This is an optimization exercise on Yosys and OpenROAD, whose aim is small area, a short achievable clock period and few clock cycles, not a production implementation.
At most, simulation tests tie the RTL to the original design; equivalence was not proved.
Power figures rest on the tool's default switching activity, not on a simulated workload.

## mctp_rx
module mctp_rx (
    input  wire        clk,
    input  wire        rst,             
    input  wire        start_valid,
    output wire        start_ready,
    input  wire [7:0]  cfg_mtu,         
    input  wire        cfg_pec_check,   
    input  wire        in_valid,        
    output wire        in_ready,
    input  wire [7:0]  in_data,
    output reg         out_valid,       
    input  wire        out_ready,
    output reg  [7:0]  out_data,
    output wire        done_valid,      
    input  wire        done_ready,
    output reg  [1:0]  done_status,     
    output reg  [9:0]  done_pkts,       
    output reg  [12:0] done_rx_len,     
    output reg  [12:0] done_raw_len,    
    output reg         done_mic_ok      
);
==> flow/config.mk <==
export PLATFORM = sky130hd
export DESIGN_NAME = mctp_rx
export DESIGN_NICKNAME = mctp_rx
export VERILOG_FILES = /design/flow/design.v
export SDC_FILE = /design/flow/constraint.sdc
export NUM_CORES = 4
export LEC_CHECK = 0
export CAP_MARGIN = 20
export CORE_MARGIN = 2
export CORE_UTILIZATION = 40
export CTS_BUF_LIST = sky130_fd_sc_hd__clkbuf_4 sky130_fd_sc_hd__clkbuf_8
export SETUP_SLACK_MARGIN = 2.8
export SLEW_MARGIN = 20
export TNS_END_PERCENT = 10
==> flow/constraint.sdc <==
create_clock -name core_clock -period 5.0 [get_ports {clk}]
set_input_delay 1.0000 -clock core_clock [delete_from_list [all_inputs] [get_ports {clk}]]
set_output_delay 1.0000 -clock core_clock [all_outputs]
set_load 0.01 [all_outputs]
run.sh (not shown) runs the stock make flow with config.mk's settings and CLKGATE_MAP_FILE= SYNTH_SCRIPT=/design/flow/synth_recipe.tcl, a recipe that flattens the netlist after the stock synthesis.
Rerun with:
==> flow/flow/run.sh (new file) <==
#!/bin/bash
# The standard layout (the standard.sh: standard synthesis, then ORFS to
# finish), with plain sky130 buffers on the ports instead of the delay cells
# that buffer_ports picks by default.
export BUFFER_PORTS_ARGS="-buffer_cell sky130_fd_sc_hd__buf_2"
bash standard.sh > standard.log 2>&1
==> flow/standard.sh (new file) <==
#!/bin/bash
# synth_recipe.tcl (not shown) runs the flow's synth.tcl, then flattens the netlist and writes it again
# the make line also repeats each setting of config.mk as NAME=value (left out here)
make -C /OpenROAD-flow-scripts/flow DESIGN_CONFIG=/design/flow/config.mk WORK_HOME=/design/flow/orfs CLKGATE_MAP_FILE= SYNTH_SCRIPT=/design/flow/synth_recipe.tcl "${@:-finish}"
TNS_END_PERCENT = not set   (was 10)
removed: flow/run.sh
The changed run completed without violations.
Non-clock buffer count falls by 6.
Setup slack improved by 0.16 ns.
Flip-flop and latch count does not change.
Global-route usage barely changes.
Synthesized cell count stays the same.
Rerun with:
==> flow/run.sh (new file) <==
#!/bin/bash
# synth_recipe.tcl (not shown) runs the flow's synth.tcl, then flattens the netlist and writes it again
# the make line also repeats each setting of config.mk as NAME=value (left out here)
make -C /OpenROAD-flow-scripts/flow DESIGN_CONFIG=/design/flow/config.mk WORK_HOME=/design/flow/orfs CLKGATE_MAP_FILE= SYNTH_SCRIPT=/design/flow/synth_recipe.tcl finish
removed: flow/flow/run.sh
removed: flow/standard.sh
The new run ran to the end with no violations.
Maximum frequency decreases by 1.5%.
Die area is unchanged.
Area after synthesis is unchanged.
Global-route usage increases by 0.90 points.
Final cell count increases by 1.9%.
Hold slack is worse by 0.0040 ns.
Via count increases by 4.7%.
Core utilization increases by 3.6 points.
Routed wire length increases by 8.6%.
No functional check of the RTL was part of any run of this note.

mctp_rx, a different RTL version from the one above (not shown whole).
Size in the first run: ~790 cells after synthesis, about 7500 sq um of cells after synthesis.
Design mctp_rx, start of the top module:
module mctp_rx (
    input  wire        clk,
    input  wire        rst,             
    input  wire        start_valid,
    output wire        start_ready,
    input  wire [7:0]  cfg_mtu,         
    input  wire        cfg_pec_check,   
    input  wire        in_valid,        
    output wire        in_ready,
    input  wire [7:0]  in_data,
    output reg         out_valid,       
    input  wire        out_ready,
    output reg  [7:0]  out_data,
    output wire        done_valid,      
    input  wire        done_ready,
    output reg  [1:0]  done_status,     
    output reg  [9:0]  done_pkts,       
    output reg  [12:0] done_rx_len,     
    output reg  [12:0] done_raw_len,    
    output reg         done_mic_ok      
);
Settings: LEC_CHECK=0, CAP_MARGIN=5, CORE_MARGIN=2, CORE_UTILIZATION=40, CTS_BUF_LIST=sky130_fd_sc_hd__clkbuf_4 sky130_fd_sc_hd__clkbuf_8, SETUP_SLACK_MARGIN=2.8, SLEW_MARGIN=5; clock period 5.0 ns.
standard.sh (not shown) runs the stock make flow with config.mk's settings and CLKGATE_MAP_FILE= SYNTH_SCRIPT=/design/flow/synth_recipe.tcl, a recipe that flattens the netlist after the stock synthesis.
==> flow/flow/run.sh <==
#!/bin/bash
# The standard layout (the standard.sh: standard synthesis, then ORFS to
# finish), with plain sky130 buffers on the ports instead of the delay cells
# that buffer_ports picks by default, and a clock tree without dummy loads.
export BUFFER_PORTS_ARGS="-buffer_cell sky130_fd_sc_hd__buf_2"
export CTS_ARGS="-sink_clustering_enable -repair_clock_nets -buf_list {sky130_fd_sc_hd__clkbuf_4 sky130_fd_sc_hd__clkbuf_8} -dont_use_dummy_load"
bash standard.sh > standard.log 2>&1
The starting point ran to the end with no violations.
Testbench counts at the start, summed over its fixed seeds: cycles 37,863.
Then changed:
- CAP_MARGIN: 5 -> 20
- SETUP_SLACK_MARGIN: 2.8 -> 2.86
- SLEW_MARGIN: 5 -> 20
The changed run produced a clean layout.
Via count stays flat.
Utilization climbs by 0.98 points.
Worst setup slack is worse by 0.12 ns.
Wire length stays flat.
Final area climbs by 2.1%.
Clock power drops by about 2%.
Synthesized area stays the same.
Worst hold slack is better by 0.019 ns.
Clock skew is about the same.
Power drops by 0.47%.
Non-clock buffer count climbs by 9.
Then changed:
--- a/flow/flow/run.sh
+++ b/flow/flow/run.sh
@@ -5,3 +5,3 @@
 export BUFFER_PORTS_ARGS="-buffer_cell sky130_fd_sc_hd__buf_2"
-export CTS_ARGS="-sink_clustering_enable -repair_clock_nets -buf_list {sky130_fd_sc_hd__clkbuf_4 sky130_fd_sc_hd__clkbuf_8} -dont_use_dummy_load"
+export CTS_ARGS="-sink_clustering_enable -repair_clock_nets -buf_list {sky130_fd_sc_hd__clkbuf_4} -root_buf sky130_fd_sc_hd__clkbuf_8 -dont_use_dummy_load"
 bash standard.sh > standard.log 2>&1
- SETUP_SLACK_MARGIN: 2.86 -> 2.8
After rerunning: The changed run completed with no timing, DRC or antenna violations. Routed wire length is about the same. Power falls by 7.0%. Setup slack improves by 0.20 ns. Synthesized area does not change. Via count grows by about 0.9%. Sequential cell count stays the same. Fmax went up by about 9%. Utilization falls by 0.79 points. Final cell count barely changes. Die area is unchanged. Critical path depth climbs by 3.
Then changed:
--- a/flow/flow/run.sh
+++ b/flow/flow/run.sh
@@ -5,3 +5,3 @@
 export BUFFER_PORTS_ARGS="-buffer_cell sky130_fd_sc_hd__buf_2"
-export CTS_ARGS="-sink_clustering_enable -repair_clock_nets -buf_list {sky130_fd_sc_hd__clkbuf_4} -root_buf sky130_fd_sc_hd__clkbuf_8 -dont_use_dummy_load"
+export CTS_ARGS="-sink_clustering_enable -repair_clock_nets -buf_list {sky130_fd_sc_hd__clkbuf_4 sky130_fd_sc_hd__clkbuf_8} -dont_use_dummy_load"
 bash standard.sh > standard.log 2>&1
Effect: Critical path depth is unchanged. Final area barely changes. Area after synthesis is unchanged. Clock skew falls by 0.013 ns. Clock power rises by 30%. Sequential cell count stays the same.

## the reference run
Starting RTL as in the previous note.
clock: 5.0 ns
lec_check: 0
cap_margin: 20
core_margin: 2
core_utilization: 40
cts_buf_list: sky130_fd_sc_hd__clkbuf_4 sky130_fd_sc_hd__clkbuf_8
place_density: 0.8
setup_slack_margin: 2.8
slew_margin: 20
==> flow/flow/run.sh <==
#!/bin/bash
# The standard layout (the standard.sh: standard synthesis, then ORFS to
# finish), with plain sky130 buffers on the ports instead of the delay cells
# that buffer_ports picks by default, and a clock tree without dummy loads.
export BUFFER_PORTS_ARGS="-buffer_cell sky130_fd_sc_hd__buf_2"
export CTS_ARGS="-sink_clustering_enable -repair_clock_nets -buf_list {sky130_fd_sc_hd__clkbuf_4 sky130_fd_sc_hd__clkbuf_8} -dont_use_dummy_load"
bash standard.sh > standard.log 2>&1
The reference run completed every stage of the flow, and the final layout passed the timing, DRC and antenna checks.
Testbench counts of the reference run, summed over its fixed seeds: cycles 37,863.
Here is what was changed in the inputs of the trial run compared with the reference run.
- PLACE_DENSITY: 0.8 -> 0.4
## What came out
Compared with the reference run, in the trial run area overhead of the layout relative to synthesis picked up an extra 3.7 points; clock network fraction of total power picked up an extra 0.4 points; critical path depth picked up an extra 2. There was hardly any difference in multi-input gate share of total cell area between the reference run and the trial run.

Another version of the RTL of mctp_rx (not shown whole).
For scale: ~840 cells after synthesis, ~130 flip-flops, roughly 74 I/O pins, roughly 8300 um2 of cells after synthesis.
Settings: LEC_CHECK=0, CAP_MARGIN=20, CORE_MARGIN=2, CORE_UTILIZATION=40, SLEW_MARGIN=20; clock period 5.0 ns.
run.sh (not shown) runs the stock make flow with config.mk's settings and CLKGATE_MAP_FILE= SYNTH_SCRIPT=/design/flow/synth_recipe.tcl, a recipe that flattens the netlist after the stock synthesis.
Stock flow here: none of the scripts above is used.
Then changed:
- SETUP_SLACK_MARGIN: unset -> 3.2
Result: The new run completed without violations. Via count is higher by about 22%. Power rises by 13%. Clock skew went up by 0.0098 ns. Final area goes up by about 36%. Setup slack is better by 0.60 ns.
No run of this note included a check of the RTL's function; only the layout flow was run.

mctp_rx, a different RTL version from the one above (not shown whole).
For scale: about 140 flip-flops, about 74 I/O pins, roughly 7600 sq um of cells after synthesis.
clock: 5.0 ns
lec_check: 0
cap_margin: 20
core_margin: 2
core_utilization: 40
cts_buf_list: sky130_fd_sc_hd__clkbuf_4 sky130_fd_sc_hd__clkbuf_8
setup_slack_margin: 2.8
slew_margin: 20
standard.sh (not shown) runs the stock make flow with config.mk's settings and CLKGATE_MAP_FILE= SYNTH_SCRIPT=/design/flow/synth_recipe.tcl, a recipe that flattens the netlist after the stock synthesis.
==> flow/flow/run.sh <==
#!/bin/bash
# The standard layout (the standard.sh: standard synthesis, then ORFS to
# finish), with plain sky130 buffers on the ports instead of the delay cells
# that buffer_ports picks by default, and a clock tree without dummy loads.
export BUFFER_PORTS_ARGS="-buffer_cell sky130_fd_sc_hd__buf_2"
export CTS_ARGS="-sink_clustering_enable -repair_clock_nets -buf_list {sky130_fd_sc_hd__clkbuf_4 sky130_fd_sc_hd__clkbuf_8} -dont_use_dummy_load"
bash standard.sh SKIP_GATE_CLONING=1 finish > standard.log 2>&1
Testbench counts at the start, summed over its fixed seeds: cycles 37,863.
Next try:
--- a/flow/flow/run.sh
+++ b/flow/flow/run.sh
@@ -7 +7 @@
-bash standard.sh SKIP_GATE_CLONING=1 finish > standard.log 2>&1
+bash standard.sh > standard.log 2>&1
--- a/flow/config.mk
+++ b/flow/config.mk
@@ -12 +12 @@
-export SETUP_SLACK_MARGIN = 2.8
+export SETUP_SLACK_MARGIN = 2.9
The changed run passed the timing, DRC and antenna checks.
Design area went up by 5.9%.
Via count went up by 2.0%.
Cell count went up by 2.3%.
Routed wire length went up by 3.8%.

-- re-timing with driven ports --
Ports are ideal in the flow. The routed layouts listed here were re-timed in OpenROAD. Step 1 (the two cells are an assumption about what drives the block):
set clk [get_ports {clk}]
set_driving_cell -lib_cell sky130_fd_sc_hd__clkbuf_16 $clk
set_driving_cell -lib_cell sky130_fd_sc_hd__buf_2 [delete_from_list [all_inputs] $clk]
Step 2 also shifts input and output timing later by t, the mid clock arrival at the registers, as if the neighbouring blocks saw the same clock. Three values: ideal ports, drivers, drivers and shift; two values: the first two.
run | t (ns) | setup WS [ns] | clock arrival spread, ns | slew at the worst register clock pin (ns) | worst slew at a driven data input, ns
the first run of note 1 | 0.475 | 2.585 / 2.546 / 2.213 | 0.011 / 0.011 | 0.08 / 0.08 | 0.05
the second run of note 1 | 0.487 | 2.748 / 2.748 / 2.362 | 0.012 / 0.012 | 0.09 / 0.09 | 0.06
the third run of note 1 | 0.482 | 2.712 / 2.712 / 2.296 | 0.013 / 0.013 | 0.09 / 0.09 | 0.05
the first run of note 2 | 0.475 | 2.775 / 2.775 / 2.375 | 0.025 / 0.024 | 0.08 / 0.08 | 0.04
the second run of note 2 | 0.483 | 2.657 / 2.657 / 2.399 | 0.028 / 0.028 | 0.08 / 0.08 | 0.04
the third run of note 2 | 0.449 | 2.855 / 2.828 / 2.409 | 0.036 / 0.036 | 0.12 / 0.12 | 0.04
the fourth run of note 2 | 0.476 | 2.837 / 2.803 / 2.378 | 0.023 / 0.024 | 0.08 / 0.08 | 0.04
the reference run | 0.485 | 2.764 / 2.764 / 2.317 | 0.028 / 0.029 | 0.09 / 0.09 | 0.05
the trial run | 0.484 | 2.814 / 2.804 / 2.350 | 0.037 / 0.036 | 0.09 / 0.09 | 0.05
the first run of note 4 | 0.466 | 1.460 / 1.481 / 1.016 | 0.009 / 0.009 | 0.06 / 0.06 | 0.07
the second run of note 4 | 0.478 | 2.058 / 2.007 / 2.034 | 0.018 / 0.018 | 0.07 / 0.07 | 0.08
the first run of note 5 | 0.472 | 2.830 / 2.800 / 2.366 | 0.038 / 0.038 | 0.09 / 0.09 | 0.06
the second run of note 5 | 0.470 | 2.828 / 2.792 / 2.489 | 0.026 / 0.026 | 0.08 / 0.08 | 0.07
After both steps setup and hold are still met in every run listed.
